This design comes from an exercise in tuning for small area, a short achievable clock period and few clock cycles on the open sky130 flow, not from production work. RTL that was checked went through simulation tests only; none was proved equivalent to the original.

==> run P <==
## sc_codec
module sc_codec (
    input  wire        clk,
    input  wire        rst,
    input  wire        req_valid,
    output wire        req_ready,
    input  wire [63:0] req_word,
    input  wire [9:0]  req_len,
    input  wire        in_valid,
    output wire        in_ready,
    input  wire [7:0]  in_data,
    output wire        out_valid,
    input  wire        out_ready,
    output wire [7:0]  out_data,
    output wire        rsp_valid,
    input  wire        rsp_ready,
    output wire [63:0] rsp_word
);
    localparam F_AA   = 4'd0;
    localparam F_LEN  = 4'd1;
    localparam F_TYPE = 4'd2;
    localparam F_COMB = 4'd3;
    localparam F_DONE = 4'd4;
    localparam F_CRCH = 4'd5;
    localparam F_CRCL = 4'd6;
    localparam F_STOP = 4'd7;
    localparam F_DATA = 4'd8;
    reg        rq_rdy;        
    reg        in_rdy;
    reg        rq_rdy_o, in_rdy_o, ov_o;
    reg        rsp_v;
    reg        su;            
    reg        run;           
    reg [3:0]  op;            
    reg [9:0]  rem;           
    reg        rz, r1;        
    reg [7:0]  y0, y1, yc;
    reg [15:0] y16;
    reg [2:0]  st;
    reg [7:0]  T;
    reg        tf;
    reg [7:0]  O;
    reg        ov;
    reg [7:0]  S;
    reg        sv;
    reg [3:0]  fph;           
    reg [1:0]  cp;            
    reg        tkb;           
    reg        mal;           
    reg        b0ok;          
    reg        lff;           
    reg [7:0]  k;             
    reg        kin;           
    reg [1:0]  tr;            
    reg        ma, mb, mc;    
  ...
export LEC_CHECK = 0
export ABC_AREA = 1
export CAP_MARGIN = 20
export CORE_MARGIN = 2
export CORE_UTILIZATION = 40
export SETUP_SLACK_MARGIN = 5.0
export SLEW_MARGIN = 20
create_clock -name core_clock -period 8.0 [get_ports {clk}]
standard.sh (not shown) runs the stock make flow with config.mk's settings and CLKGATE_MAP_FILE= SYNTH_SCRIPT=/design/flow/synth_recipe.tcl, a recipe that flattens the netlist after the stock synthesis.
==> flow/flow/run.sh <==
#!/bin/bash
# Own layout flow: the standard layout (standard.sh, step by step) with
#  - plain buffers on the ports (buf_1 on req_word and req_len, buf_2 elsewhere)
#    instead of the slow clock-delay cell that
#    buffer_ports picks (flow/post_gp.tcl, after global placement);
#  - a clock tree of clkbuf_8 without dummy loads;
#  - setup repair aiming at a slack of FLOW_MARGIN ns (standard.sh's make
#    command, with only SETUP_SLACK_MARGIN changed).
# Each step's output goes to a log file here (ORFS's own logs are in orfs/logs).
set -euo pipefail
W=$(pwd)
FLOW_MARGIN=5.3
export POST_GLOBAL_PLACE_TCL=$W/flow/post_gp.tcl
export CTS_ARGS="-sink_clustering_enable -repair_clock_nets -dont_use_dummy_load -buf_list sky130_fd_sc_hd__clkbuf_8"
sed "s/SETUP_SLACK_MARGIN=[0-9.]*/SETUP_SLACK_MARGIN=$FLOW_MARGIN/" standard.sh > own_standard.sh
grep -q "SETUP_SLACK_MARGIN=$FLOW_MARGIN" own_standard.sh
bash own_standard.sh synth > log_synth.txt 2>&1
bash own_standard.sh floorplan > log_floorplan.txt 2>&1
bash own_standard.sh place > log_place.txt 2>&1
bash own_standard.sh cts > log_cts.txt 2>&1
bash own_standard.sh route > log_route.txt 2>&1
bash own_standard.sh finish > log_finish.txt 2>&1
==> flow/flow/post_gp.tcl <==
# Replace the port buffers that buffer_ports inserted (a slow clock-delay
# cell) with plain buffers: buf_1 on the request word and length inputs,
# which only load registers, and buf_2 on every other port.
set n1 0
set n2 0
foreach inst [[ord::get_db_block] getInsts] {
  set name [$inst getName]
  if {![regexp {^(input|output)[0-9]+$} $name]} { continue }
  set cell sky130_fd_sc_hd__buf_2
  set a [$inst findITerm A]
  if {$a ne "NULL" && [$a getNet] ne "NULL"} {
    set net [[$a getNet] getName]
    if {[string match {req_word*} $net] || [string match {req_len*} $net]} {
      set cell sky130_fd_sc_hd__buf_1
    }
  }
  if {[[$inst getMaster] getName] ne $cell} {
    replace_cell [get_cells $name] $cell
    if {$cell eq "sky130_fd_sc_hd__buf_1"} { incr n1 } else { incr n2 }
  }
}
puts "post_gp: port buffers replaced, $n1 by buf_1 and $n2 by buf_2"
==> run B (differences from run P) <==
--- a/flow/design.v
+++ b/flow/design.v
@@ -81,14 +81,15 @@
     localparam F_DATA = 4'd8;
     reg        rq_rdy;        
     reg        in_rdy;
     reg        rq_rdy_o, in_rdy_o, ov_o;
     reg        rsp_v;
     reg        su;            
     reg        run;           
+    reg        dn;            
     reg [3:0]  op;            
     reg [9:0]  rem;           
     reg        rz, r1;        
     reg [7:0]  y0, y1, yc;
     reg [15:0] y16;
     reg [2:0]  st;
     reg [7:0]  T;
@@ -206,57 +207,57 @@
     wire mal_set = tx_take && (in_ws ? (cp != 2'd0 && !tok_ok)
                                      : (rem_1 && !(hok && tok_l1)));
     wire tf_n    = tf_set || (tf && !t_cons);
     wire       rem_nz_n = in_take ? !rem_1 : !rem_z;
     wire tf_nc  = (in_take && (bin_in || (textin && (cp != 2'd0 || rem_1)))) ||
                   e_ld || e_refill || (tf && !t_cons);
     wire cpred  = c_sink ||
-                  (!sv_n && (c_parse ||
-                             (o_fr && !hexm && (fph_e == F_DATA || (fph_e == F_COMB && !rem_z)))));
-    wire fin_e = run && c_emit && (fph == F_DONE) && !ov_n;
-    wire fin   = run && !su && !c_emit && rem_z && !tf && !ov;
+                  (!sv_n && (c_parse || (o_fr && !hexm && fph_e == F_DATA)));
+    wire fin = run && !su && (c_emit ? (fph == F_DONE) : (rem_z && !tf));
     reg  [2:0] d_st;
     always @* begin
         if (textin && mal)                  d_st = 3'd2;
         else if (pos != 3'd7)               d_st = 3'd3;
         else if (!b0ok || !lff)             d_st = 3'd4;
         else if (y0 < 8'd3 || tr != 2'd3)   d_st = 3'd5;
         else if (!mc)                       d_st = 3'd6;
         else                                d_st = 3'd0;
     end
     wire d_err  = fin && o_df && (d_st != 3'd0);
     wire fr_ovf = o_fr && (rem >= 10'd253);
     wire su_fr  = o_fr && !fr_ovf;
-    wire rsp_v_n = rsp_v ? !rsp_ready : (fin || fin_e);
+    wire rsp_v_n = rsp_v ? !rsp_ready : ((dn || fin) && !ov_n);
     wire [3:0] rop  = req_word[3:0];
     wire       r_fr = (rop == 4'h8) || (rop == 4'hA);
     always @(posedge clk) begin
         if (rst) begin
             rq_rdy <= 1'b1;
             in_rdy <= 1'b0;
             rq_rdy_o <= 1'b1;
             in_rdy_o <= 1'b0;
             ov_o     <= 1'b0;
             rsp_v  <= 1'b0;
             su     <= 1'b0;
             run    <= 1'b0;
+            dn     <= 1'b0;
             tf     <= 1'b0;
             ov     <= 1'b0;
             sv     <= 1'b0;
         end else begin
             if (oload) O <= sv ? S : ech;
             if (push && ov && !pop) S <= ech;
             ov <= ov_n;
             sv <= sv_n;
             ov_o <= push || sv || (ov && !out_ready);
             rsp_v  <= rsp_v_n;
             rq_rdy <= rq_rdy ? !req_valid : (rsp_v && rsp_ready);
             rq_rdy_o <= (rq_rdy && !req_valid) || (rsp_v && rsp_ready);
+            dn     <= rsp_v ? 1'b0 : ((dn || fin) && ov_n);
             su     <= req_take;
-            if (fin || fin_e) run <= 1'b0;
+            if (fin) run <= 1'b0;
             if (req_take) run <= 1'b1;
             in_rdy <= req_take ? (req_len != 10'd0 && !r_fr)
                                : (run && !fin && rem_nz_n && (!tf_nc || cpred));
             in_rdy_o <= (req_take && req_len != 10'd0 && !r_fr) ||
                         (!rq_rdy && run && !fin && rem_nz_n && (!tf_nc || cpred));
             tf     <= rq_rdy ? r_fr : tf_n;
         end
==> flow/flow/run.sh (replaced) <==
#!/bin/bash
# Own layout flow: the standard layout (standard.sh, step by step) with
#  - plain buffers on the ports (buf_1 on req_word and req_len, buf_2 elsewhere)
#    instead of the slow clock-delay cell that
#    buffer_ports picks (flow/post_gp.tcl, after global placement);
#  - a clock tree of clkbuf_4 under a clkbuf_8 root, without dummy loads.
# Each step's output goes to a log file here (ORFS's own logs are in orfs/logs).
set -euo pipefail
W=$(pwd)
export POST_GLOBAL_PLACE_TCL=$W/flow/post_gp.tcl
export CTS_ARGS="-sink_clustering_enable -repair_clock_nets -dont_use_dummy_load -root_buf sky130_fd_sc_hd__clkbuf_8 -buf_list sky130_fd_sc_hd__clkbuf_4"
bash standard.sh synth > log_synth.txt 2>&1
bash standard.sh floorplan > log_floorplan.txt 2>&1
bash standard.sh place > log_place.txt 2>&1
bash standard.sh cts > log_cts.txt 2>&1
bash standard.sh route > log_route.txt 2>&1
bash standard.sh finish > log_finish.txt 2>&1
==> run F (differences from run P) <==
--- a/flow/design.v
+++ b/flow/design.v
@@ -81,53 +81,62 @@
     localparam F_DATA = 4'd8;
     reg        rq_rdy;        
     reg        in_rdy;
     reg        rq_rdy_o, in_rdy_o, ov_o;
     reg        rsp_v;
     reg        su;            
     reg        run;           
+    reg        dn;            
     reg [3:0]  op;            
+    reg        k_emit;        
+    reg        k_parse;       
+    reg        k_fr;          
+    reg        k_df;          
+    reg        k_hexm;        
+    reg        k_text;        
     reg [9:0]  rem;           
     reg        rz, r1;        
     reg [7:0]  y0, y1, yc;
     reg [15:0] y16;
     reg [2:0]  st;
     reg [7:0]  T;
     reg        tf;
+    reg        td;            
     reg [7:0]  O;
     reg        ov;
     reg [7:0]  S;
     reg        sv;
     reg [3:0]  fph;           
     reg [1:0]  cp;            
     reg        tkb;           
     reg        mal;           
     reg        b0ok;          
     reg        lff;           
+    reg        lsm;           
     reg [7:0]  k;             
     reg        kin;           
     reg [1:0]  tr;            
     reg        ma, mb, mc;    
     wire o_crc  = (op == 4'h0);
     wire o_step = (op == 4'h1);
     wire o_pack = (op == 4'h2);
     wire o_unpk = (op == 4'h3);
     wire o_hexb = (op == 4'h4);
     wire o_tok  = (op == 4'h5);
     wire o_hexl = (op == 4'h6);
     wire o_hdl  = (op == 4'h7);
-    wire o_fr   = (op == 4'h8) || (op == 4'hA);
-    wire o_df   = (op == 4'h9) || (op == 4'hB);
-    wire hexm   = (op == 4'h6) || (op == 4'hA);
-    wire textin = (op == 4'h7) || (op == 4'hB);
+    wire o_fr   = k_fr;
+    wire o_df   = k_df;
+    wire hexm   = k_hexm;
+    wire textin = k_text;
     wire ill    = op[3] & op[2];
     wire bin_in = o_crc || o_hexl || o_fr || (op == 4'h9);    
     wire ovf     = (st == 3'd1);
-    wire c_emit  = (o_hexl || o_fr) && !ovf;
-    wire c_parse = o_hdl || o_df;
+    wire c_emit  = k_emit;
+    wire c_parse = k_parse;
     wire c_sink  = !c_emit && !c_parse;
     wire space   = !sv;
     wire rem_z   = rz;
     wire rem_1   = r1;
     wire req_take = req_valid && rq_rdy;
     wire in_take  = in_valid && in_rdy;
     wire [3:0] nib = (cp == 2'd0) ? T[7:4] : T[3:0];
@@ -173,15 +182,16 @@
             3'd2: pos_inc = 3'd3;
             3'd3: pos_inc = 3'd4;
             3'd4: pos_inc = 3'd5;
             3'd5: pos_inc = 3'd6;
             default: pos_inc = 3'd7;
         endcase
     end
-    wire       d_cons = run && c_parse && tf && space;
+    wire       tv     = tf || td;           
+    wire       d_cons = run && c_parse && tv && space;
     wire       d_df   = d_cons && o_df;
     wire       inreg  = (pos == 3'd1) || ((pos >= 3'd2) && kin);
     wire       d_push = d_cons && (o_hdl || (inreg && pos[2]));
     wire [15:0] crc_nx;
     sc_crc_byte u_crc (.crc_in(y16), .data(T), .crc_out(crc_nx));
     wire crc_en = (run && o_crc && tf) || e_crc || (d_df && inreg);
     wire       push  = e_push || d_push;
@@ -189,93 +199,102 @@
     wire       oload = !ov || pop;
     wire       ov_n  = oload ? (sv || push) : 1'b1;
     wire       sv_n  = (sv || (push && ov)) && !pop;
     wire t_cons = (c_sink && tf) ||
                   e_adv ||
                   d_cons;
     wire       in_ws = (in_data == 8'h20) ||
-                       (in_data[7:3] == 5'b00001 && in_data[2:0] != 3'd0 && in_data[2:0] <= 3'd5);
+                       (in_data[7:3] == 5'b00001 &&
+                        ((!in_data[2] && in_data[1:0] != 2'b00) || (in_data[2] && !in_data[1])));
     wire       hok;
     wire [3:0] hv;
     sc_hex_value u_hv (.ch(in_data), .ok(hok), .val(hv));
     wire [1:0] cp_inc = (cp == 2'd3) ? 2'd3 : cp + 2'd1;
     wire       tok_ok = (cp == 2'd2) && !tkb;
     wire       tok_l1 = (cp == 2'd1) && !tkb;    
     wire tx_take = in_take && textin;
-    wire tf_set  = (in_take && bin_in) || e_ld || e_refill ||
-                   (tx_take && (in_ws ? (cp != 2'd0) : rem_1));
+    wire tf_set  = (in_take && bin_in) || e_ld || e_refill;
+    wire td_set  = tx_take && (in_ws ? (cp != 2'd0) : rem_1);
     wire mal_set = tx_take && (in_ws ? (cp != 2'd0 && !tok_ok)
                                      : (rem_1 && !(hok && tok_l1)));
-    wire tf_n    = tf_set || (tf && !t_cons);
+    wire tf_n    = tf_set || (tv && !t_cons);
     wire       rem_nz_n = in_take ? !rem_1 : !rem_z;
     wire tf_nc  = (in_take && (bin_in || (textin && (cp != 2'd0 || rem_1)))) ||
-                  e_ld || e_refill || (tf && !t_cons);
+                  e_ld || e_refill || (tv && !t_cons);
     wire cpred  = c_sink ||
-                  (!sv_n && (c_parse ||
-                             (o_fr && !hexm && (fph_e == F_DATA || (fph_e == F_COMB && !rem_z)))));
-    wire fin_e = run && c_emit && (fph == F_DONE) && !ov_n;
-    wire fin   = run && !su && !c_emit && rem_z && !tf && !ov;
+                  (!sv_n && (c_parse || (o_fr && !hexm && fph_e == F_DATA)));
+    wire fin = run && !su && (c_emit ? (fph == F_DONE) : (rem_z && !tv));
     reg  [2:0] d_st;
     always @* begin
         if (textin && mal)                  d_st = 3'd2;
         else if (pos != 3'd7)               d_st = 3'd3;
         else if (!b0ok || !lff)             d_st = 3'd4;
-        else if (y0 < 8'd3 || tr != 2'd3)   d_st = 3'd5;
+        else if (lsm || tr != 2'd3)         d_st = 3'd5;
         else if (!mc)                       d_st = 3'd6;
         else                                d_st = 3'd0;
     end
     wire d_err  = fin && o_df && (d_st != 3'd0);
     wire fr_ovf = o_fr && (rem >= 10'd253);
     wire su_fr  = o_fr && !fr_ovf;
-    wire rsp_v_n = rsp_v ? !rsp_ready : (fin || fin_e);
+    wire rsp_v_n = rsp_v ? !rsp_ready : ((dn || fin) && !ov_n);
     wire [3:0] rop  = req_word[3:0];
+    wire       r_ill = ((req_word & 64'hFFFF0000FE0000F0) != 64'd0) || (rop >= 4'hC);
     wire       r_fr = (rop == 4'h8) || (rop == 4'hA);
     always @(posedge clk) begin
         if (rst) begin
             rq_rdy <= 1'b1;
             in_rdy <= 1'b0;
             rq_rdy_o <= 1'b1;
             in_rdy_o <= 1'b0;
             ov_o     <= 1'b0;
             rsp_v  <= 1'b0;
             su     <= 1'b0;
             run    <= 1'b0;
+            dn     <= 1'b0;
             tf     <= 1'b0;
+            td     <= 1'b0;
             ov     <= 1'b0;
             sv     <= 1'b0;
         end else begin
             if (oload) O <= sv ? S : ech;
             if (push && ov && !pop) S <= ech;
             ov <= ov_n;
             sv <= sv_n;
             ov_o <= push || sv || (ov && !out_ready);
             rsp_v  <= rsp_v_n;
             rq_rdy <= rq_rdy ? !req_valid : (rsp_v && rsp_ready);
             rq_rdy_o <= (rq_rdy && !req_valid) || (rsp_v && rsp_ready);
+            dn     <= rsp_v ? 1'b0 : ((dn || fin) && ov_n);
             su     <= req_take;
-            if (fin || fin_e) run <= 1'b0;
+            if (fin) run <= 1'b0;
             if (req_take) run <= 1'b1;
             in_rdy <= req_take ? (req_len != 10'd0 && !r_fr)
                                : (run && !fin && rem_nz_n && (!tf_nc || cpred));
             in_rdy_o <= (req_take && req_len != 10'd0 && !r_fr) ||
                         (!rq_rdy && run && !fin && rem_nz_n && (!tf_nc || cpred));
             tf     <= rq_rdy ? r_fr : tf_n;
+            td     <= td_set;
         end
         if (rq_rdy) begin
             rem <= req_len;
             rz  <= (req_len == 10'd0);
             r1  <= (req_len == 10'd1);
         end else if (in_take) begin
             rem <= rem - 10'd1;
             rz  <= r1;
             r1  <= (rem == 10'd2);
         end
         if (rq_rdy) begin
-            op <= (((req_word & 64'hFFFF0000FE0000F0) != 64'd0) || (rop >= 4'hC)) ?
-                  4'hF : rop;
+            op <= r_ill ? 4'hF : rop;
+            k_emit  <= !r_ill && (rop == 4'h6 || rop == 4'h8 || rop == 4'hA);
+            k_parse <= !r_ill && (rop == 4'h7 || rop == 4'h9 || rop == 4'hB);
+            k_fr    <= !r_ill && (rop == 4'h8 || rop == 4'hA);
+            k_df    <= !r_ill && (rop == 4'h9 || rop == 4'hB);
+            k_hexm  <= !r_ill && (rop == 4'h6 || rop == 4'hA);
+            k_text  <= !r_ill && (rop == 4'h7 || rop == 4'hB);
             case (rop)
                 4'h6:       fph <= (req_len == 10'd0) ? F_DONE : F_DATA;
                 4'h8, 4'hA: fph <= F_AA;
                 default:    fph <= F_DATA;
             endcase
             cp   <= (rop == 4'h4) ? 2'd1 : 2'd0;
             tkb  <= 1'b0;
@@ -339,14 +358,16 @@
                 F_COMB:  T <= yc;
                 F_CRCL:  T <= y16[7:0];
                 default: T <= 8'hFF;
             endcase
         end
         if (in_take && (textin || o_tok) && cp == 2'd0) T[7:4] <= hv;
         if (in_take && (textin || o_tok) && cp == 2'd1) T[3:0] <= hv;
+        if (su && fr_ovf)
+            k_emit <= 1'b0;
         if (su && o_hexb)
             cp <= 2'd0;
         else if (in_take && o_tok)
             cp <= cp_inc;
         else if (tx_take)
             cp <= (in_ws || rem_1) ? 2'd0 : cp_inc;
         else if (e_push && hexm)
@@ -359,14 +380,15 @@
             mal <= 1'b1;
         if (e_push)
             fph <= fph_e;
         else if (d_cons && fph != 4'd15)
             fph <= {fph[3], pos_inc};
         if (d_df) begin
             if (pos == 3'd0) b0ok <= (T == 8'hAA);
+            if (pos == 3'd1) lsm  <= (T[7:2] == 6'd0) && (T[1:0] != 2'b11);
             if (pos == 3'd1) begin
                 k   <= T;
                 kin <= (T[7:1] != 7'd0);
             end
             if (inreg && pos >= 3'd2) begin
                 k   <= k - 8'd1;
                 kin <= (k[7:2] != 6'd0) || (k[1:0] == 2'd3);
Settings changed: ABC_AREA 1 to unset.
==> notes.md <==
Run P finished with timing, DRC and antenna clean. Run B finished clean. Run F passed the timing, DRC and antenna checks. Between run P and run B, the lower utilization is in run B (gap 3.6 points). The highest fmax belongs to run F, the lowest to run B. In run B the sequential share of layout area is higher than in run F, by 0.67 points. Critical path depth: run B is higher than run P (6). The lowest global-route usage belongs to run F, the highest to run B. Clock skew: run P < run F < run B. Synthesized cell count, highest first: run B, run P, run F. Of run B and run F, run F has the higher design area (gap about 8%, measured against run F).
Testbench counts of run B, summed over its fixed seeds: cycles 127,029.
Only the layout flow was run in run P and run F; the RTL was not checked for function there.

port drivers added, routing unchanged:
The flow's constraints put no driver on any port. The routed layouts listed below were extracted and timed again, unchanged, in two steps.
Step 1: set_driving_cell puts a clkbuf_16 on clk and a buf_2 on each other input, an assumption about the parent block.
Step 2 adds t to the input delays and takes it off the output delays; t is the mean of the earliest and latest rising clock arrival at the registers after step 1. Input paths then give back, and output paths get back, about the clock's delay inside the block.
a / b / c = no drivers / after step 1 / after step 2; a / b = the first two.
run | shift t [ns] | slack for setup (ns) | worst setup path at the end | slew at the worst register clock pin (ns) | pins driven straight from the clock port
run P | 0.485 | 5.160 / 5.117 / 4.897 | input to register | 0.08 / 0.08 | 1
run B | 0.465 | 5.133 / 5.153 / 4.688 | input to register | 0.11 / 0.11 | 1
run F | 0.488 | 5.256 / 5.244 / 4.768 | input to register | 0.09 / 0.09 | 1
After both steps every run listed still meets setup and hold. For run F, which loses most, drivers alone change the setup slack by -0.012 ns; drivers and shift together by -0.488 ns.
